Context: an optimization exercise on an open-source flow, tuned for small area. The choices shown serve that exercise and are no tape-out recipe. The RTL was checked by simulation tests, not by an equivalence proof against the original design. Power figures rest on the tool's default switching activity, not on a simulated workload.

===== flow/design.v =====
module oscq_sine (
    input  wire        q0,
    input  wire [7:0]  i,
    output wire [12:0] val
);
    wire [8:0] k = q0 ? (9'd256 - {1'b0, i}) : {1'b0, i};
    wire [5:0] h = k[8:3];
    wire [2:0] l = k[2:0];
    wire [12:0] a;
    wire [4:0] b;
    wire [1:0] r;
    oscq_sine_ab u_ab (.h(h), .a(a), .b(b));
    oscq_sine_r  u_r  (.k(k), .r(r));
    wire [4:0] pp [0:2];
    assign pp[0] = b & {5{l[0]}};
    assign pp[1] = b & {5{l[1]}};
    assign pp[2] = b & {5{l[2]}};
    wire w1;
    wire w2;
    oscq_fa u_w1 (.a(a[0]), .b(r[0]), .c(pp[0][0]), .s(w1), .co(w2));
    wire w3;
    wire w4;
    oscq_fa u_w3 (.a(a[1]), .b(r[1]), .c(pp[0][1]), .s(w3), .co(w4));
    wire w5;
    wire w6;
    oscq_fa u_w5 (.a(a[2]), .b(pp[0][2]), .c(pp[1][1]), .s(w5), .co(w6));
    wire w7;
    wire w8;
    oscq_fa u_w7 (.a(a[3]), .b(pp[0][3]), .c(pp[1][2]), .s(w7), .co(w8));
    wire w9;
    wire w10;
    oscq_fa u_w9 (.a(a[4]), .b(pp[0][4]), .c(pp[1][3]), .s(w9), .co(w10));
    wire w11;
    wire w12;
    oscq_fa u_w11 (.a(a[5]), .b(pp[1][4]), .c(pp[2][3]), .s(w11), .co(w12));
    wire w13;
    wire w14;
    oscq_fa u_w13 (.a(w2), .b(w3), .c(pp[1][0]), .s(w13), .co(w14));
    wire w15;
    wire w16;
    oscq_fa u_w15 (.a(w4), .b(w5), .c(pp[2][0]), .s(w15), .co(w16));
    wire w17;
    wire w18;
    oscq_fa u_w17 (.a(w6), .b(w7), .c(pp[2][1]), .s(w17), .co(w18));
    wire w19;
    wire w20;
    oscq_fa u_w19 (.a(w8), .b(w9), .c(pp[2][2]), .s(w19), .co(w20));
    wire w21;
    wire w22;
    oscq_fa u_w21 (.a(w12), .b(a[6]), .c(pp[2][4]), .s(w21), .co(w22));
    wire w23;
    wire w24;
    oscq_fa u_w23 (.a(w20), .b(w10), .c(w11), .s(w23), .co(w24));
    wire w25;
    wire w26;
    oscq_ha u_w25 (.a(w14), .b(w15), .s(w25), .co(w26));
    wire w27;
    wire w28;
    oscq_fa u_w27 (.a(w16), .b(w17), .c(w26), .s(w27), .co(w28));
    wire w29;
    wire w30;
    oscq_fa u_w29 (.a(w18), .b(w19), .c(w28), .s(w29), .co(w30));
    wire w31;
    wire w32;
    oscq_ha u_w31 (.a(w23), .b(w30), .s(w31), .co(w32));
    wire w33;
    wire w34;
    oscq_fa u_w33 (.a(w24), .b(w21), .c(w32), .s(w33), .co(w34));
    wire w35;
    wire w36;
    oscq_fa u_w35 (.a(w22), .b(a[7]), .c(w34), .s(w35), .co(w36));
    wire w37;
    wire w38;
    oscq_ha u_w37 (.a(a[8]), .b(w36), .s(w37), .co(w38));
    wire w39;
    wire w40;
    oscq_ha u_w39 (.a(a[9]), .b(w38), .s(w39), .co(w40));
    wire w41;
    wire w42;
    oscq_ha u_w41 (.a(a[10]), .b(w40), .s(w41), .co(w42));
    wire w43;
    wire w44;
    oscq_ha u_w43 (.a(a[11]), .b(w42), .s(w43), .co(w44));
    wire w45;
    wire w46;
    oscq_ha u_w45 (.a(a[12]), .b(w44), .s(w45), .co(w46));
    assign val = {w45, w43, w41, w39, w37, w35, w33, w31, w29, w27, w25, w13, w1};
endmodule
module oscq_sine_ab (input wire [5:0] h, output reg [12:0] a, output reg [4:0] b);
    always @(*) begin
        case (h)
            6'd0: begin a = 13'd0; b = 5'd25; end
            6'd1: begin a = 13'd201; b = 5'd25; end
            6'd2: begin a = 13'd401; b = 5'd25; end
            6'd3: begin a = 13'd599; b = 5'd25; end
            6'd4: begin a = 13'd799; b = 5'd24; end
            6'd5: begin a = 13'd995; b = 5'd24; end
            6'd6: begin a = 13'd1188; b = 5'd24; end
            6'd7: begin a = 13'd1376; b = 5'd24; end
            6'd8: begin a = 13'd1567; b = 5'd23; end
            6'd9: begin a = 13'd1751; b = 5'd22; end
            6'd10: begin a = 13'd1930; b = 5'd22; end
            6'd11: begin a = 13'd2105; b = 5'd21; end
            6'd12: begin a = 13'd2272; b = 5'd21; end
            6'd13: begin a = 13'd2439; b = 5'd20; end
            6'd14: begin a = 13'd2598; b = 5'd19; end
            6'd15: begin a = 13'd2750; b = 5'd18; end
            6'd16: begin a = 13'd2896; b = 5'd17; end
            6'd17: begin a = 13'd3031; b = 5'd17; end
            6'd18: begin a = 13'd3166; b = 5'd15; end
            6'd19: begin a = 13'd3290; b = 5'd14; end
            6'd20: begin a = 13'd3402; b = 5'd14; end
            6'd21: begin a = 13'd3513; b = 5'd12; end
            6'd22: begin a = 13'd3612; b = 5'd11; end
            6'd23: begin a = 13'd3702; b = 5'd10; end
            6'd24: begin a = 13'd3784; b = 5'd9; end
            6'd25: begin a = 13'd3856; b = 5'd8; end
            6'd26: begin a = 13'd3918; b = 5'd7; end
            6'd27: begin a = 13'd3970; b = 5'd6; end
            6'd28: begin a = 13'd4017; b = 5'd4; end
            6'd29: begin a = 13'd4051; b = 5'd3; end
            6'd30: begin a = 13'd4075; b = 5'd2; end
            6'd31: begin a = 13'd4088; b = 5'd1; end
            6'd32: begin a = 13'd4096; b = 5'd0; end
            default: begin a = 13'd0; b = 5'd0; end
        endcase
    end
endmodule
module oscq_sine_r (input wire [8:0] k, output reg [1:0] r);
    always @(*) begin
        case (k)
            9'd0: r = 2'd0;
            9'd1: r = 2'd0;
            9'd2: r = 2'd0;
            9'd3: r = 2'd0;
            9'd4: r = 2'd0;
            9'd5: r = 2'd0;
            9'd6: r = 2'd0;
            9'd7: r = 2'd0;
            9'd8: r = 2'd0;
            9'd9: r = 2'd0;
            9'd10: r = 2'd0;
            9'd11: r = 2'd0;
            9'd12: r = 2'd0;
            9'd13: r = 2'd0;
            9'd14: r = 2'd0;
            9'd15: r = 2'd0;
            9'd16: r = 2'd0;
            9'd17: r = 2'd0;
            9'd18: r = 2'd0;
            9'd19: r = 2'd0;
            9'd20: r = 2'd0;
            9'd21: r = 2'd0;
            9'd22: r = 2'd0;
            9'd23: r = 2'd0;
            9'd24: r = 2'd2;
            9'd25: r = 2'd1;
            9'd26: r = 2'd1;
            9'd27: r = 2'd1;
            9'd28: r = 2'd1;
            9'd29: r = 2'd1;
            9'd30: r = 2'd0;
            9'd31: r = 2'd0;
            9'd32: r = 2'd0;
            9'd33: r = 2'd0;
            9'd34: r = 2'd1;
            9'd35: r = 2'd1;
            9'd36: r = 2'd2;
            9'd37: r = 2'd3;
            9'd38: r = 2'd3;
            9'd39: r = 2'd3;
            9'd40: r = 2'd0;
            9'd41: r = 2'd0;
            9'd42: r = 2'd0;
            9'd43: r = 2'd1;
            9'd44: r = 2'd1;
            9'd45: r = 2'd1;
            9'd46: r = 2'd1;
            9'd47: r = 2'd1;
            9'd48: r = 2'd1;
            9'd49: r = 2'd1;
            9'd50: r = 2'd1;
            9'd51: r = 2'd1;
            9'd52: r = 2'd0;
            9'd53: r = 2'd0;
            9'd54: r = 2'd0;
            9'd55: r = 2'd0;
            9'd56: r = 2'd3;
            9'd57: r = 2'd3;
            9'd58: r = 2'd3;
            9'd59: r = 2'd2;
            9'd60: r = 2'd2;
            9'd61: r = 2'd1;
            9'd62: r = 2'd0;
            9'd63: r = 2'd0;
            9'd64: r = 2'd0;
            9'd65: r = 2'd0;
            9'd66: r = 2'd0;
            9'd67: r = 2'd0;
            9'd68: r = 2'd0;
            9'd69: r = 2'd0;
            9'd70: r = 2'd0;
            9'd71: r = 2'd0;
            9'd72: r = 2'd0;
            9'd73: r = 2'd1;
            9'd74: r = 2'd1;
            9'd75: r = 2'd2;
            9'd76: r = 2'd2;
            9'd77: r = 2'd3;
            9'd78: r = 2'd3;
            9'd79: r = 2'd3;
            9'd80: r = 2'd0;
            9'd81: r = 2'd1;
            9'd82: r = 2'd1;
            9'd83: r = 2'd1;
            9'd84: r = 2'd0;
            9'd85: r = 2'd0;
            9'd86: r = 2'd0;
            9'd87: r = 2'd0;
            9'd88: r = 2'd0;
            9'd89: r = 2'd1;
            9'd90: r = 2'd1;
            9'd91: r = 2'd2;
            9'd92: r = 2'd2;
            9'd93: r = 2'd2;
            9'd94: r = 2'd2;
            9'd95: r = 2'd2;
            9'd96: r = 2'd3;
            9'd97: r = 2'd3;
            9'd98: r = 2'd3;
            9'd99: r = 2'd2;
            9'd100: r = 2'd2;
            9'd101: r = 2'd2;
            9'd102: r = 2'd1;
            9'd103: r = 2'd0;
            9'd104: r = 2'd1;
            9'd105: r = 2'd1;
            9'd106: r = 2'd1;
            9'd107: r = 2'd1;
            9'd108: r = 2'd1;
            9'd109: r = 2'd0;
            9'd110: r = 2'd0;
            9'd111: r = 2'd0;
            9'd112: r = 2'd0;
            9'd113: r = 2'd0;
            9'd114: r = 2'd1;
            9'd115: r = 2'd1;
            9'd116: r = 2'd1;
            9'd117: r = 2'd1;
            9'd118: r = 2'd1;
            9'd119: r = 2'd1;
            9'd120: r = 2'd0;
            9'd121: r = 2'd1;
            9'd122: r = 2'd1;
            9'd123: r = 2'd2;
            9'd124: r = 2'd2;
            9'd125: r = 2'd2;
            9'd126: r = 2'd2;
            9'd127: r = 2'd2;
            9'd128: r = 2'd0;
            9'd129: r = 2'd1;
            9'd130: r = 2'd1;
            9'd131: r = 2'd2;
            9'd132: r = 2'd2;
            9'd133: r = 2'd2;
            9'd134: r = 2'd3;
            9'd135: r = 2'd3;
            9'd136: r = 2'd3;
            9'd137: r = 2'd3;
            9'd138: r = 2'd3;
            9'd139: r = 2'd3;
            9'd140: r = 2'd2;
            9'd141: r = 2'd1;
            9'd142: r = 2'd1;
            9'd143: r = 2'd0;
            9'd144: r = 2'd0;
            9'd145: r = 2'd1;
            9'd146: r = 2'd1;
            9'd147: r = 2'd2;
            9'd148: r = 2'd3;
            9'd149: r = 2'd3;
            9'd150: r = 2'd3;
            9'd151: r = 2'd3;
            9'd152: r = 2'd0;
            9'd153: r = 2'd0;
            9'd154: r = 2'd1;
            9'd155: r = 2'd2;
            9'd156: r = 2'd2;
            9'd157: r = 2'd3;
            9'd158: r = 2'd3;
            9'd159: r = 2'd3;
            9'd160: r = 2'd3;
            9'd161: r = 2'd3;
            9'd162: r = 2'd3;
            9'd163: r = 2'd3;
            9'd164: r = 2'd2;
            9'd165: r = 2'd1;
            9'd166: r = 2'd1;
            9'd167: r = 2'd0;
            9'd168: r = 2'd0;
            9'd169: r = 2'd1;
            9'd170: r = 2'd1;
            9'd171: r = 2'd2;
            9'd172: r = 2'd2;
            9'd173: r = 2'd3;
            9'd174: r = 2'd3;
            9'd175: r = 2'd3;
            9'd176: r = 2'd0;
            9'd177: r = 2'd1;
            9'd178: r = 2'd1;
            9'd179: r = 2'd2;
            9'd180: r = 2'd2;
            9'd181: r = 2'd2;
            9'd182: r = 2'd3;
            9'd183: r = 2'd2;
            9'd184: r = 2'd0;
            9'd185: r = 2'd1;
            9'd186: r = 2'd2;
            9'd187: r = 2'd2;
            9'd188: r = 2'd2;
            9'd189: r = 2'd2;
            9'd190: r = 2'd2;
            9'd191: r = 2'd2;
            9'd192: r = 2'd0;
            9'd193: r = 2'd0;
            9'd194: r = 2'd1;
            9'd195: r = 2'd1;
            9'd196: r = 2'd1;
            9'd197: r = 2'd1;
            9'd198: r = 2'd1;
            9'd199: r = 2'd1;
            9'd200: r = 2'd0;
            9'd201: r = 2'd1;
            9'd202: r = 2'd1;
            9'd203: r = 2'd1;
            9'd204: r = 2'd1;
            9'd205: r = 2'd1;
            9'd206: r = 2'd0;
            9'd207: r = 2'd0;
            9'd208: r = 2'd1;
            9'd209: r = 2'd1;
            9'd210: r = 2'd1;
            9'd211: r = 2'd1;
            9'd212: r = 2'd1;
            9'd213: r = 2'd1;
            9'd214: r = 2'd0;
            9'd215: r = 2'd0;
            9'd216: r = 2'd3;
            9'd217: r = 2'd3;
            9'd218: r = 2'd3;
            9'd219: r = 2'd2;
            9'd220: r = 2'd2;
            9'd221: r = 2'd1;
            9'd222: r = 2'd1;
            9'd223: r = 2'd0;
            9'd224: r = 2'd0;
            9'd225: r = 2'd1;
            9'd226: r = 2'd1;
            9'd227: r = 2'd2;
            9'd228: r = 2'd2;
            9'd229: r = 2'd2;
            9'd230: r = 2'd3;
            9'd231: r = 2'd2;
            9'd232: r = 2'd0;
            9'd233: r = 2'd1;
            9'd234: r = 2'd1;
            9'd235: r = 2'd2;
            9'd236: r = 2'd2;
            9'd237: r = 2'd2;
            9'd238: r = 2'd2;
            9'd239: r = 2'd1;
            9'd240: r = 2'd1;
            9'd241: r = 2'd1;
            9'd242: r = 2'd1;
            9'd243: r = 2'd2;
            9'd244: r = 2'd1;
            9'd245: r = 2'd1;
            9'd246: r = 2'd1;
            9'd247: r = 2'd0;
            9'd248: r = 2'd3;
            9'd249: r = 2'd3;
            9'd250: r = 2'd3;
            9'd251: r = 2'd3;
            9'd252: r = 2'd2;
            9'd253: r = 2'd2;
            9'd254: r = 2'd1;
            9'd255: r = 2'd0;
            9'd256: r = 2'd0;
            default: r = 2'd0;
        endcase
    end
endmodule
module oscq_wave (
    input  wire [2:0]  op,       
    input  wire [31:0] phase,
    input  wire [31:0] duty,
    input  wire [31:0] xin,
    input  wire [15:0] imm16,
    output wire [15:0] sample
);
    wire p31 = phase[31];
    wire s_sin = (op == 3'd1);
    wire s_rmp = (op == 3'd2);
    wire s_tri = (op == 3'd3);
    wire s_pwm = (op == 3'd4);
    wire s_qx  = (op == 3'd5);
    wire s_imm = op[2] & op[1];       
    wire [12:0] smag;
    oscq_sine u_sine (.q0(phase[30]), .i(phase[29:22]), .val(smag));
    wire [15:0] sin_m = {3'b000, smag};
    wire [15:0] ramp_b = {{4{~p31}}, phase[30:19]};
    wire        ramp_c = ~p31 & (|phase[18:0]);
    wire [15:0] tri_t  = {{4{~phase[30]}}, phase[29:18]};
    wire        tri_tc = ~phase[30] & (|phase[17:0]);
    wire gt;
    oscq_cmp32 u_cmp (.a(phase), .b(duty), .gt(gt));
    wire [15:0] pwm_b = {~gt, ~gt, ~gt, 1'b1, 12'd0};
    wire [15:0] qx_b = xin[27:12];
    wire        qx_c = xin[31] & (|xin[11:0]);
    wire neg = p31 & (s_sin | s_tri);
    wire [15:0] base;
    genvar j;
    generate
        for (j = 0; j < 16; j = j + 1) begin : g_b
            if (j < 12) begin : g_lo           
                oscq_wsel5 u_s (.s1(s_sin), .v1(sin_m[j]), .s2(s_tri), .v2(tri_t[j]), .s3(s_rmp), .v3(ramp_b[j]),
                                .s4(s_qx), .v4(qx_b[j]), .s5(s_imm), .v5(imm16[j]), .x(neg), .y(base[j]));
            end else if (j == 12) begin : g_mid
                oscq_wsel u_s (.s1(s_sin), .v1(sin_m[j]), .s2(s_tri), .v2(tri_t[j]), .s3(s_rmp), .v3(ramp_b[j]),
                               .s4(s_pwm), .v4(pwm_b[j]), .s5(s_qx), .v5(qx_b[j]), .s6(s_imm), .v6(imm16[j]),
                               .x(neg), .y(base[j]));
            end else begin : g_hi              
                oscq_wsel5 u_s (.s1(s_tri), .v1(tri_t[j]), .s2(s_rmp), .v2(ramp_b[j]), .s3(s_pwm), .v3(pwm_b[j]),
                                .s4(s_qx), .v4(qx_b[j]), .s5(s_imm), .v5(imm16[j]), .x(neg), .y(base[j]));
            end
        end
    endgenerate
    wire cin = neg ^ ((s_tri & tri_tc) | (s_rmp & ramp_c) | (s_qx & qx_c));
    oscq_inc16 u_inc (.a(base), .ci(cin), .s(sample));
endmodule
module oscq_inc16 (input wire [15:0] a, input wire ci, output wire [15:0] s);
    wire [16:0] c;
    assign c[0] = ci;
    genvar i;
    generate
        for (i = 0; i < 16; i = i + 1) begin : g_i
            oscq_ha u_h (.a(a[i]), .b(c[i]), .s(s[i]), .co(c[i+1]));
        end
    endgenerate
endmodule
module oscq_gtc (input wire a, input wire bn, input wire ci, output wire co);
    assign co = (a & bn) | (ci & (a | bn));
endmodule
module oscq_cmp32 (input wire [31:0] a, input wire [31:0] b, output wire gt);
    localparam L = 22, H = 32 - L;
    wire [31:0] bn = ~b;
    wire [L:1] cl;
    wire [H:1] c0;
    wire [H:1] c1;
    assign cl[1] = a[0] & bn[0];
    assign c0[1] = a[L] & bn[L];
    assign c1[1] = a[L] | bn[L];
    genvar i;
    generate
        for (i = 1; i < L; i = i + 1) begin : g_l
            oscq_gtc u_l  (.a(a[i]), .bn(bn[i]), .ci(cl[i]), .co(cl[i+1]));
        end
        for (i = 1; i < H; i = i + 1) begin : g_h
            oscq_gtc u_h0 (.a(a[L + i]), .bn(bn[L + i]), .ci(c0[i]), .co(c0[i+1]));
            oscq_gtc u_h1 (.a(a[L + i]), .bn(bn[L + i]), .ci(c1[i]), .co(c1[i+1]));
        end
    endgenerate
    assign gt = cl[L] ? c1[H] : c0[H];
endmodule
module oscq_wsel (input wire s1, input wire v1, input wire s2, input wire v2, input wire s3, input wire v3,
                  input wire s4, input wire v4, input wire s5, input wire v5, input wire s6, input wire v6,
                  input wire x, output wire y);
    wire n1, n2;
    oscq_aoi222 u_1 (.a(s1), .b(v1), .c(s2), .d(v2), .e(s3), .f(v3), .y(n1));
    oscq_aoi222 u_2 (.a(s4), .b(v4), .c(s5), .d(v5), .e(s6), .f(v6), .y(n2));
    assign y = x ^ ~(n1 & n2);
endmodule
module oscq_wsel5 (input wire s1, input wire v1, input wire s2, input wire v2, input wire s3, input wire v3,
                   input wire s4, input wire v4, input wire s5, input wire v5, input wire x, output wire y);
    wire n1;
    oscq_aoi222 u_1 (.a(s1), .b(v1), .c(s2), .d(v2), .e(s3), .f(v3), .y(n1));
    assign y = x ^ ~(n1 & ~((s4 & v4) | (s5 & v5)));
endmodule
module oscq (
    input  wire        clk,
    input  wire        rst,         
    input  wire        tx_valid,
    input  wire        tx_rw,       
    input  wire [3:0]  tx_idx,
    input  wire [31:0] tx_data,
    output reg         rd_valid,
    output wire [31:0] rd_data,
    output reg         smp_valid,
    output wire [15:0] smp_data,
    output wire        done
);
    reg [31:0] freq_r;
    reg [31:0] phase_r;
    reg [31:0] duty_r;
    reg [31:0] count_r;
    reg [31:0] xin_r;
    reg [15:0] sample_r;
    reg        err_overrun;
    reg        err_illcmd;
    reg        err_addr;
    reg [2:0]  rd_sel;
    assign done     = ~|count_r;
    assign smp_data = sample_r;
    wire       is_rd   = tx_valid & ~tx_rw;
    wire       is_wr   = tx_valid &  tx_rw;
    wire [2:0] op      = tx_data[2:0];
    wire [15:0] imm16  = tx_data[31:16];
    wire lo_slot  = ~tx_idx[3] & (~tx_idx[2] | (tx_idx[1:0] == 2'b00));    
    wire wr_reg   = is_wr & lo_slot;
    wire wr_cmd   = is_wr & (tx_idx == 4'd5);
    wire addr_err = (is_rd & (tx_idx[3] | (tx_idx[2:0] == 3'd5))) |
                    (is_wr & (tx_idx[3] | (tx_idx[2:1] == 2'b11)));
    wire cmd_legal = (tx_data[15:3] == 13'd0) & ((op == 3'd6) | (imm16 == 16'd0));
    wire cmd_ok    = wr_cmd & cmd_legal;
    wire ill_cmd   = wr_cmd & ~cmd_legal;
    wire is_osc    = cmd_ok & ((op != 3'd0) & ~op[2] | (op == 3'd4));
    wire overrun   = is_osc & done;
    wire osc_go    = is_osc & ~done;
    wire do_xp     = cmd_ok & ((op == 3'd5) | (op == 3'd6));
    wire do_reset  = cmd_ok & (op == 3'd7);
    wire emit      = osc_go | do_xp;
    wire clr       = rst | do_reset;
    wire [31:0] phase_sum;
    wire [31:0] count_dec;       
    oscq_add32 u_add (.a(phase_r), .b(freq_r), .s(phase_sum));
    oscq_dec32 u_dec (.a(count_r), .g(osc_go), .s(count_dec));
    wire [15:0] new_sample;
    oscq_wave u_wave (
        .op    (op),
        .phase (phase_r),
        .duty  (duty_r),
        .xin   (xin_r),
        .imm16 (imm16),
        .sample(new_sample)
    );
    wire [7:0] rs;      
    assign rs[0] = (rd_sel == 3'd0);
    assign rs[1] = (rd_sel == 3'd1);
    assign rs[2] = (rd_sel == 3'd2);
    assign rs[3] = (rd_sel == 3'd3);
    assign rs[4] = (rd_sel == 3'd4);
    assign rs[5] = 1'b0;
    assign rs[6] = (rd_sel == 3'd6);
    assign rs[7] = (rd_sel == 3'd7);
    wire [31:0] smp_ext = {{16{sample_r[15]}}, sample_r};
    wire [3:0]  status  = {err_addr, err_illcmd, err_overrun, done};
    genvar gi;
    generate
        for (gi = 0; gi < 32; gi = gi + 1) begin : g_rd
            if (gi < 4) begin : g_st
                oscq_rd7 u_rd (.s(rs), .f(freq_r[gi]), .p(phase_r[gi]), .d(duty_r[gi]), .c(count_r[gi]),
                               .x(xin_r[gi]), .m(smp_ext[gi]), .t(status[gi]), .y(rd_data[gi]));
            end else begin : g_no
                oscq_rd6 u_rd (.s(rs), .f(freq_r[gi]), .p(phase_r[gi]), .d(duty_r[gi]), .c(count_r[gi]),
                               .x(xin_r[gi]), .m(smp_ext[gi]), .y(rd_data[gi]));
            end
        end
    endgenerate
    wire wr_freq  = wr_reg & (tx_idx[2:0] == 3'd0);
    wire wr_phase = wr_reg & (tx_idx[2:0] == 3'd1);
    wire wr_duty  = wr_reg & (tx_idx[2:0] == 3'd2);
    wire wr_count = wr_reg & (tx_idx[2:0] == 3'd3);
    wire wr_xin   = wr_reg & tx_idx[2];
    wire w_freq  = wr_freq  & ~rst,  h_freq  = ~(wr_freq  | clr);
    wire w_duty  = wr_duty  & ~rst,  h_duty  = ~(wr_duty  | clr);
    wire w_xin   = wr_xin   & ~rst,  h_xin   = ~(wr_xin   | clr);
    wire w_phase = wr_phase & ~rst,  g_phase = osc_go & ~rst,  h_phase = ~(wr_phase | osc_go | clr);
    wire w_count = wr_count & ~rst,  h_count = ~(wr_count | clr);
    wire w_smp   = emit & ~rst,      h_smp   = ~(emit | clr);
    wire [31:0] freq_nx, duty_nx, xin_nx, phase_nx, count_nx;
    wire [15:0] sample_nx;
    generate
        for (gi = 0; gi < 32; gi = gi + 1) begin : g_up
            oscq_upd2 u_f (.w(w_freq),  .d(tx_data[gi]), .h(h_freq),  .q(freq_r[gi]),  .y(freq_nx[gi]));
            oscq_upd2 u_d (.w(w_duty),  .d(tx_data[gi]), .h(h_duty),  .q(duty_r[gi]),  .y(duty_nx[gi]));
            oscq_upd2 u_x (.w(w_xin),   .d(tx_data[gi]), .h(h_xin),   .q(xin_r[gi]),   .y(xin_nx[gi]));
            oscq_upd2 u_c (.w(w_count), .d(tx_data[gi]), .h(h_count), .q(count_dec[gi]), .y(count_nx[gi]));
            oscq_upd3 u_p (.w(w_phase), .d(tx_data[gi]), .g(g_phase), .u(phase_sum[gi]),
                           .h(h_phase), .q(phase_r[gi]), .y(phase_nx[gi]));
        end
        for (gi = 0; gi < 16; gi = gi + 1) begin : g_us
            oscq_upd2 u_s (.w(w_smp), .d(new_sample[gi]), .h(h_smp), .q(sample_r[gi]), .y(sample_nx[gi]));
        end
    endgenerate
    always @(posedge clk) begin
        freq_r   <= freq_nx;
        phase_r  <= phase_nx;
        duty_r   <= duty_nx;
        count_r  <= count_nx;
        xin_r    <= xin_nx;
        sample_r <= sample_nx;
        if (clr) begin
            err_overrun <= 1'b0;
            err_illcmd  <= 1'b0;
            err_addr    <= 1'b0;
        end else begin
            if (overrun)  err_overrun <= 1'b1;
            if (ill_cmd)  err_illcmd  <= 1'b1;
            if (addr_err) err_addr    <= 1'b1;
        end
    end
    always @(posedge clk) begin
        rd_valid  <= ~rst & is_rd;
        smp_valid <= ~rst & emit;
        rd_sel    <= tx_idx[3] ? 3'd5 : tx_idx[2:0];
    end
endmodule
module oscq_fa (input wire a, input wire b, input wire c, output wire s, output wire co);
    assign s  = a ^ b ^ c;
    assign co = (a & b) | (c & (a ^ b));
endmodule
module oscq_ha (input wire a, input wire b, output wire s, output wire co);
    assign s  = a ^ b;
    assign co = a & b;
endmodule
module oscq_zc_n (input wire z, input wire a, output wire zn);
    assign zn = ~(z & ~a);
endmodule
module oscq_zc_p (input wire zn, input wire a, output wire z);
    assign z = ~(zn | a);
endmodule
module oscq_add32 (input wire [31:0] a, input wire [31:0] b, output wire [31:0] s);
    localparam L = 21, H = 32 - L;
    wire [L:0]   cl;
    wire [H:0]   ch;
    wire [H-1:0] h0;
    oscq_ha u_l0 (.a(a[0]), .b(b[0]), .s(s[0]),  .co(cl[1]));
    oscq_ha u_h0 (.a(a[L]), .b(b[L]), .s(h0[0]), .co(ch[1]));
    genvar i;
    generate
        for (i = 1; i < L; i = i + 1) begin : g_rl
            oscq_fa u_l (.a(a[i]), .b(b[i]), .c(cl[i]), .s(s[i]), .co(cl[i+1]));
        end
        for (i = 1; i < H; i = i + 1) begin : g_rh
            oscq_fa u_h (.a(a[L + i]), .b(b[L + i]), .c(ch[i]), .s(h0[i]), .co(ch[i+1]));
        end
    endgenerate
    wire [H-1:0] p;
    assign p[0] = 1'b1;
    generate
        for (i = 1; i < H; i = i + 1) begin : g_p
            assign p[i] = p[i-1] & h0[i-1];
        end
    endgenerate
    assign s[31:L] = h0 ^ (p & {H{cl[L]}});
endmodule
module oscq_dec32 (input wire [31:0] a, input wire g, output wire [31:0] s);
    wire [32:0] z;    
    assign z[0] = g;
    genvar i;
    generate
        for (i = 0; i < 32; i = i + 2) begin : g_d
            oscq_zc_n u_n (.z(z[i]),     .a(a[i]),   .zn(z[i+1]));
            oscq_zc_p u_p (.zn(z[i+1]),  .a(a[i+1]), .z(z[i+2]));
            assign s[i]   = a[i] ^ z[i];
            assign s[i+1] = ~(a[i+1] ^ z[i+1]);
        end
    endgenerate
endmodule
module oscq_upd2 (input wire w, input wire d, input wire h, input wire q, output wire y);
    assign y = (w & d) | (h & q);
endmodule
module oscq_upd3 (input wire w, input wire d, input wire g, input wire u,
                  input wire h, input wire q, output wire y);
    assign y = (w & d) | (g & u) | (h & q);
endmodule
module oscq_rd6 (input wire [7:0] s, input wire f, input wire p, input wire d, input wire c,
                 input wire x, input wire m, output wire y);
    wire n1, n2;
    oscq_aoi222 u_1 (.a(s[0]), .b(f), .c(s[1]), .d(p), .e(s[2]), .f(d), .y(n1));
    oscq_aoi222 u_2 (.a(s[3]), .b(c), .c(s[4]), .d(x), .e(s[6]), .f(m), .y(n2));
    assign y = ~(n1 & n2);
endmodule
module oscq_rd7 (input wire [7:0] s, input wire f, input wire p, input wire d, input wire c,
                 input wire x, input wire m, input wire t, output wire y);
    wire n1, n2;
    oscq_aoi222 u_1 (.a(s[0]), .b(f), .c(s[1]), .d(p), .e(s[2]), .f(d), .y(n1));
    oscq_aoi222 u_2 (.a(s[3]), .b(c), .c(s[4]), .d(x), .e(s[6]), .f(m), .y(n2));
    assign y = ~(n1 & n2 & ~(s[7] & t));
endmodule
module oscq_aoi222 (input wire a, input wire b, input wire c, input wire d, input wire e, input wire f,
                    output wire y);
    assign y = ~((a & b) | (c & d) | (e & f));
endmodule

===== flow/flow/run.sh =====
#!/bin/bash
# Own layout flow: the standard layout (standard.sh: ORFS synthesis unchanged,
# then floorplan to finish) with two layout options changed:
#  - ports are buffered with the small sky130_fd_sc_hd__buf_1 instead of the
#    buffer that buffer_ports picks by itself (still one buffer on every input
#    and output port);
#  - clock tree synthesis builds the tree from sky130_fd_sc_hd__clkbuf_8 and
#    inserts no dummy loads.
# Every tool's output goes to the ORFS logs under orfs/logs and, for the make
# run as a whole, to standard.log in this folder.
set -euo pipefail
export BUFFER_PORTS_ARGS="-buffer_cell sky130_fd_sc_hd__buf_1"
export CTS_ARGS="-sink_clustering_enable -repair_clock_nets -dont_use_dummy_load -sink_clustering_size 24 -sink_clustering_max_diameter 150 -buf_list sky130_fd_sc_hd__clkbuf_8"
bash standard.sh > standard.log 2>&1

===== flow/standard.sh =====
#!/bin/bash
# synth_recipe.tcl (not shown) runs the flow's synth.tcl, then flattens the netlist and writes it again
# the make line also repeats each setting of config.mk as NAME=value (left out here)
make -C /OpenROAD-flow-scripts/flow DESIGN_CONFIG=/design/flow/config.mk WORK_HOME=/design/flow/orfs CLKGATE_MAP_FILE= SYNTH_SCRIPT=/design/flow/synth_recipe.tcl "${@:-finish}"

===== flow/config.mk =====
export PLATFORM = sky130hd
export DESIGN_NAME = oscq
export DESIGN_NICKNAME = oscq
export VERILOG_FILES = /design/flow/design.v
export SDC_FILE = /design/flow/constraint.sdc
export NUM_CORES = 4
export LEC_CHECK = 0
export CAP_MARGIN = 20
export CORE_MARGIN = 2
export CORE_UTILIZATION = 40
export SLEW_MARGIN = 20
export SYNTH_HIERARCHICAL = 1
export SYNTH_MEMORY_MAX_BITS = 16384

===== flow/constraint.sdc =====
create_clock -name core_clock -period 10.0 [get_ports {clk}]
set_input_delay 2.0000 -clock core_clock [delete_from_list [all_inputs] [get_ports {clk}]]
set_output_delay 2.0000 -clock core_clock [all_outputs]
set_load 0.01 [all_outputs]

==> results.toml, run 1 <==
[setup_path]
timing.critical_path.buf_inv = 1
worstReg2RegStart = "phase_r[0]"
cp_max_fo = 5
worst_ep_required_time_ns = 10.32
setup.worst_path.end_class = "flip-flop"
crit_path_start_kind = "flip-flop"
crit_slowest_cell = "sky130_fd_sc_hd__fa_1"
worst_path_most_repeated_cell = "sky130_fd_sc_hd__fa_1"
setup.worst_path.start = "phase_r[0]"
cp.arrival_ns = 9.91
reg2regPathDepth = 25
worst_setup_path_endpoint = "phase_r[22]"
crit_cells = 25
critical_path.max_stage_delay_ns = 0.51
r2r-end = "phase_r[22]"
rrSetupSlack_ns = 0.40
critPathTopFamily = "adder cells"
crit_path_category = "flip-flop to flip-flop"

[global_routing]
grt_max_degree = 51
first_global_vias = 10200
grt_use_total_pct = 24.5
wire_length_of_the_first_global_routing_pass_mm = 59.8
grt-ovfl-total = 0
antenna_found_initial = 0

[timing]
minimum_period_implied_by_the_final_worst_setup_slack_ns = 9.60
layout_setup_ws_ns = 0.404
timing.max_slew.rel_slack_pct = 21.8
report.final.slew_viol_count = 0
final.period_utilization_pct = 96.0
tightest_slew_ns = 1.17
timing_hold_violations_final = 0
max_clock_freq_ghz = 0.104
fin_skew_ns = 0.0430
final.setup.tns_ns = 0
unrepaired_setup_endpoints_after_global_routing = "no"
number_of_setup_violations_in_the_final_report = 0

[power]
power_density_nw_per_um2 = 97.2
leakage_nw = 5.55
peakVddDrop_uv = 62.4

[outcome]
outcome = "timing/DRC/antenna clean"

[cts]
post_cts_resized = 0
clock_tree_from_tritoncts = "done"
cts-hold-fix-buffers = 0
cts_h_tree_depth = 4
postCtsSetupBuffers = 0
tritoncts_buffer_count = 17
cts.path.max_buffers = 2
worst_skew_pair.late_latency_ns = 0.47
clk_root_buffer_cell = "sky130_fd_sc_hd__clkbuf_8"
clock_transition_at_the_register_clock_pins_on_the_worst_setup_and_hold_paths_after_cts_ns = 0.09
tritoncts_num_sinks = 184

[final_layout]
post-route-util_pct = 44.3
finalNonFillerCells = 1683
design_area_um2 = 13000
flow.area_growth_from_synthesis_pct = 9.84
layout-drive-gt1-share_pct = 11.2
n_antenna_cell = 0
nets = 1427

[route]
vias = 10600
route.detailed.drc = 0
number_of_vias_per_cell = 6.32
first_iter_violations = 1885
routed_wl_mm = 37.8
drt_first_pass_iters = 10
final_antenna_net_count = 0
routed_wire_length_per_instance_um = 22.5

[placed_design]
dp_cells = 1665
gp_congestion = 0.884
dp_worst_slack_ns = 0.560
buffer_ports.inserted = 90
placedInstanceArea_um2 = 12800
place.detailed.hpwl_mm = 26.2

[floorplan]
num_rows = 63
initial_standard_cell_utilization_of_the_core_pct = 40.3
die_height_um = 176
fp.dieArea_um2 = 31000
boundaryPins = 91
die-width_um = 176
core_um2 = 29400

[hold_path]
holdCritPathClass = "flip-flop to flip-flop"
min_delay_path_depth = 1

[logic_synthesis]
synth.net_count = 1324
synthCells = 1192
synthesis.area_per_instance_um2 = 9.95
yosys_warnings = 10
post_synthesis_cell_area_um2 = 11900

[flow_run]
max_cap_viol_count = 0
-- registers in the layout (all words and copies together) (netlist names) --
register     count
count_r         32
duty_r          32
freq_r          32
phase_r         32
xin_r           32
sample_r        16
rd_sel           3
err_addr         1
err_illcmd       1
err_overrun      1
rd_valid         1
smp_valid        1
-- layout make-up --
cell class	instances	area, um^2
fill	2848	16400
multi-input combinational	886	7710
sequential	184	3680
timing repair buffer	121	591
tap	390	488
inverter	85	319
clock buffer	17	234
-- metal layers --
| metal | up-vias | part of all wire (%) | global-route usage (%) |
|---|---|---|---|
| li1 | 4868 | - | - |
| met1 | 5255 | 45 | 34.5 |
| met2 | 463 | 46 | 38.9 |
| met3 | 57 | 6.8 | 3.85 |
| met4 | 0 | 2.1 | 6.85 |
| met5 | - | 0 | 0 |
-- cell usage in the layout, fill, tap and decap left out, types with 7 or more instances in the layout --
master	instances
sky130_fd_sc_hd__inv_1	82
sky130_fd_sc_hd__a211oi_1	8
sky130_fd_sc_hd__fa_1	46
sky130_fd_sc_hd__a31oi_1	8
sky130_fd_sc_hd__clkbuf_8	17
sky130_fd_sc_hd__nand2b_1	27
sky130_fd_sc_hd__nor2b_1	16
sky130_fd_sc_hd__nand4_1	7
sky130_fd_sc_hd__ha_1	46
sky130_fd_sc_hd__nand3_1	16
sky130_fd_sc_hd__xor2_1	38
sky130_fd_sc_hd__and2_1	9
sky130_fd_sc_hd__dfxtp_1	184
sky130_fd_sc_hd__nor4_1	15
sky130_fd_sc_hd__a22o_1	144
sky130_fd_sc_hd__a21oi_1	27
sky130_fd_sc_hd__o21ai_0	20
sky130_fd_sc_hd__a22oi_1	15
sky130_fd_sc_hd__nand2_1	79
sky130_fd_sc_hd__buf_4	30
sky130_fd_sc_hd__xnor2_1	26
sky130_fd_sc_hd__maj3_2	39
sky130_fd_sc_hd__a222oi_1	113
sky130_fd_sc_hd__buf_1	90
sky130_fd_sc_hd__nor4_2	7
sky130_fd_sc_hd__nor2_1	50
-- stage by stage --
step	hold slack, ns	power (mW)
final	0.481	1.27
after global routing	0.492	1.32
after CTS	0.482	1.27
after detailed placement	0.459	0.893
after global placement	0.459	0.893
after floorplan	0.437	0.835
-- power breakdown --
part | switching [mW] | internal (mW) | leakage (nW)
clock network | 0.235 | 0.151 | 0.122
logic | 0.0901 | 0.0444 | 3.94
registers | 0.00772 | 0.738 | 1.48
total | 0.332 | 0.933 | 5.55
-- worst min-delay path by stage --
stage	startpoint	end	slack (ns)
after floorplan	err_addr	err_addr	0.44
after global placement	err_illcmd	err_illcmd	0.46
after detailed placement	xin_r[28]	xin_r[28]	0.46
after CTS	xin_r[29]	xin_r[29]	0.48
after global routing	xin_r[29]	xin_r[29]	0.49
final	xin_r[28]	xin_r[28]	0.48
==> inputs of run 2 (changes only) <==
==> flow/run.sh (new file) <==
#!/bin/bash
# synth_recipe.tcl (not shown) runs the flow's synth.tcl, then flattens the netlist and writes it again
# the make line also repeats each setting of config.mk as NAME=value (left out here)
make -C /OpenROAD-flow-scripts/flow DESIGN_CONFIG=/design/flow/config.mk WORK_HOME=/design/flow/orfs CLKGATE_MAP_FILE= SYNTH_SCRIPT=/design/flow/synth_recipe.tcl finish
--- a/flow/config.mk
+++ b/flow/config.mk
@@ -5,9 +5,10 @@
 export SDC_FILE = /design/flow/constraint.sdc
 export NUM_CORES = 4
 export LEC_CHECK = 0
-export CAP_MARGIN = 20
+export CAP_MARGIN = 5
 export CORE_MARGIN = 2
 export CORE_UTILIZATION = 40
-export SLEW_MARGIN = 20
+export CTS_BUF_LIST = sky130_fd_sc_hd__clkbuf_8
+export SLEW_MARGIN = 5
 export SYNTH_HIERARCHICAL = 1
 export SYNTH_MEMORY_MAX_BITS = 16384
removed: flow/flow/run.sh
removed: flow/standard.sh
==> run 2 against run 1 <==
Net effect:
- critical path depth is 1 higher
- critical endpoint is now phase_r[26]
- synthesized cell count stayed put
- area after synthesis stayed put
- final cell count is 0.95% higher
- setup slack worse by 0.061 ns
- sequential share of layout area is 1.5 points lower
- via count is 0.91% higher
- hold slack better by 0.0020 ns
==> results.toml, run 2 <==
[final_layout]
layout.cells.most_common_list = "184 x sky130_fd_sc_hd__dfxtp_1, 144 x sky130_fd_sc_hd__a22o_1, 113 x sky130_fd_sc_hd__a222oi_1, 90 x sky130_fd_sc_hd__clkdlybuf4s50_1, 82 x sky130_fd_sc_hd__inv_1"
layout.filler_cells = 2777
post-route-util_pct = 46.7
layout.cells.most_common = "sky130_fd_sc_hd__dfxtp_1"
flow.area_growth_from_synthesis_pct = 15.8
nets = 1428
layout-drive-gt1-share_pct = 12.3
design_area_um2 = 13700
finalNonFillerCells = 1699
n_antenna_cell = 0

[power]
pwr-share-clk_pct = 36.0
leakage_nw = 5.83
power.total_mw = 1.39
p_seq_share_pct = 53.5
power_density_nw_per_um2 = 102
sw_frac_of_total_pct = 29.7
fraction_of_power_consumed_by_combinational_cells_pct = 10.5
peakVddDrop_uv = 74.3
intPower_mw = 0.980
power_switching_mw = 0.414

[global_routing]
grt-ovfl-total = 0
wire_length_of_the_first_global_routing_pass_mm = 60.3
grt_max_degree = 36
first_global_vias = 10500
antenna_found_initial = 0
grt_use_total_pct = 24.7

[timing]
report.final.slew_viol_count = 0
final.hold.worst_slack_ns = 0.483
tightest_slew_ns = 1.19
fin_skew_ns = 0.0251
layout_setup_ws_ns = 0.343
minimum_period_implied_by_the_final_worst_setup_slack_ns = 9.66
final.setup.tns_ns = 0
unrepaired_setup_endpoints_after_global_routing = "no"
timing_hold_violations_final = 0
number_of_setup_violations_in_the_final_report = 0
final.period_utilization_pct = 96.6
max_clock_freq_ghz = 0.104
timing.max_slew.rel_slack_pct = 20.2

[floorplan]
core_um2 = 29400
initial_standard_cell_utilization_of_the_core_pct = 40.3
fp.dieArea_um2 = 31000
num_rows = 63
die_height_um = 176
boundaryPins = 91
die-width_um = 176

[route]
routed_wire_length_per_instance_um = 22.6
vias = 10700
final_antenna_net_count = 0
first_iter_violations = 1505
route.detailed.drc = 0
routed_wl_mm = 38.3
number_of_vias_per_cell = 6.32
drt_first_pass_iters = 9

[setup_path]
setup.worst_path.end_class = "flip-flop"
crit_path_start_kind = "flip-flop"
setup.worst_path.start = "phase_r[0]"
worst_path_most_repeated_cell = "sky130_fd_sc_hd__fa_1"
reg2regPathDepth = 26
worst_ep_required_time_ns = 10.38
rrSetupSlack_ns = 0.34
crit_path_category = "flip-flop to flip-flop"
cp.arrival_ns = 10.04
r2r-end = "phase_r[26]"
crit_slowest_cell = "sky130_fd_sc_hd__fa_1"
worstReg2RegStart = "phase_r[0]"
critical_path.max_stage_delay_ns = 0.52
cp_max_fo = 5

[placed_design]
place.detailed.hpwl_mm = 26.2
dp_cells = 1667
gp_congestion = 0.856
placedInstanceArea_um2 = 13300
buffer_ports.inserted = 90
dp_worst_slack_ns = 0.470

[flow_run]
max_cap_viol_count = 0

[logic_synthesis]
synth.net_count = 1324
yosys_warnings = 10
synthCells = 1192
synthesis.area_per_instance_um2 = 9.95
post_synthesis_cell_area_um2 = 11900

[cts]
tritoncts_buffer_count = 17
tritoncts_num_sinks = 184
worst_skew_pair.late_latency_ns = 0.48
clock_tree_from_tritoncts = "done"
postCtsSetupBuffers = 0
clock_transition_at_the_register_clock_pins_on_the_worst_setup_and_hold_paths_after_cts_ns = 0.11
clk_root_buffer_cell = "sky130_fd_sc_hd__clkbuf_8"
cts_h_tree_depth = 4
cts-hold-fix-buffers = 0
cts.path.max_buffers = 2
post_cts_resized = 0

[hold_path]
holdPathEnd = "xin_r[30]"
min_delay_path_depth = 1
hp-start = "xin_r[30]"
holdCritPathClass = "flip-flop to flip-flop"

[outcome]
outcome = "timing/DRC/antenna clean"
run 2: cell count changes in the layout (fill, tap and decap cells not counted):
| cell | before | now |
|---|---|---|
| sky130_fd_sc_hd__buf_1 | 90 | 0 |
| sky130_fd_sc_hd__clkdlybuf4s50_1 | 0 | 90 |
| sky130_fd_sc_hd__clkinv_8 | 0 | 4 |
| sky130_fd_sc_hd__clkinv_4 | 0 | 3 |
| sky130_fd_sc_hd__clkinvlp_4 | 0 | 3 |
| sky130_fd_sc_hd__inv_6 | 0 | 3 |
| sky130_fd_sc_hd__buf_4 | 30 | 32 |
| sky130_fd_sc_hd__inv_8 | 0 | 2 |
| sky130_fd_sc_hd__buf_16 | 1 | 0 |
| sky130_fd_sc_hd__nor3b_2 | 6 | 7 |
| sky130_fd_sc_hd__nor3b_4 | 1 | 0 |
run 2: how the worst max path moves through the flow:
stage	to	slack (ns)
after floorplan	phase_r[22]	1.03
after global placement	phase_r[22]	0.53
after detailed placement	phase_r[22]	0.47
after CTS	phase_r[27]	0.40
after global routing	phase_r[26]	0.02
final	phase_r[26]	0.34
run 2: final cells by class:
cell class                 count  area (um^2)  area share [%]
tap                          390          488            3.55
multi-input combinational    886         7700            56.1
inverter                      85          319            2.32
timing repair buffer         122         1140            8.31
clock buffer                  17          234            1.70
sequential                   184         3680            26.8
clock inverter                15          163            1.18
run 2: layer usage:
layer  part of all wire, %  global-route usage [%]  vias to the layer above
met5                     0                       0                        -
met4                   1.9                    7.20                        0
li1                      -                       -                     4881
met3                   7.1                    3.32                       49
met1                    44                    34.2                     5317
met2                    47                    40.2                      493
run 2: power by group through the flow:
stage	Clock [mW]	Sequential, mW	Combinational [mW]
global route	0.538	0.747	0.155
floorplan	0	0.760	0.0744
global placement	0	0.763	0.142
detailed placement	0	0.763	0.143
CTS	0.512	0.746	0.144
finish	0.502	0.746	0.146
run 2: critical path, delay by kind of cell, from the launching register on:
family                     cells  cell delay [ns]
and+or+nand+nor                2             0.35
buffers and inverters          1             0.06
DFF                            1             0.38
adders and majority gates     21             8.48
xor gates and xnor gates       1             0.07
AOI/OAI and AO/OA              1             0.22

afterwards: timing with drivers on the ports:
The flow's constraints put no driver on any port. The routed layouts listed below were extracted and timed again, unchanged, in two steps.
Step 1 (the two cells are an assumption about what drives the block):
set clk [get_ports {clk}]
set_driving_cell -lib_cell sky130_fd_sc_hd__clkbuf_16 $clk
set_driving_cell -lib_cell sky130_fd_sc_hd__buf_2 [delete_from_list [all_inputs] $clk]
Step 2, shift: input delay + t, output delay - t, t = (earliest + latest rising clock arrival at the registers) / 2. This alone moves slack from input paths to output paths.
Three values: ideal, step 1, step 2; two values: the first two.
run	t, ns	setup slack, ns	slew at the worst register clock pin (ns)	worst data-port slew with drivers (ns)	cell pins on the clock port's net
run 1	0.489	0.404 / 0.404 / 0.404	0.11 / 0.11	0.06	1
run 2	0.514	0.343 / 0.343 / 0.343	0.12 / 0.12	0.06	1
After both steps every run listed still meets setup and hold.
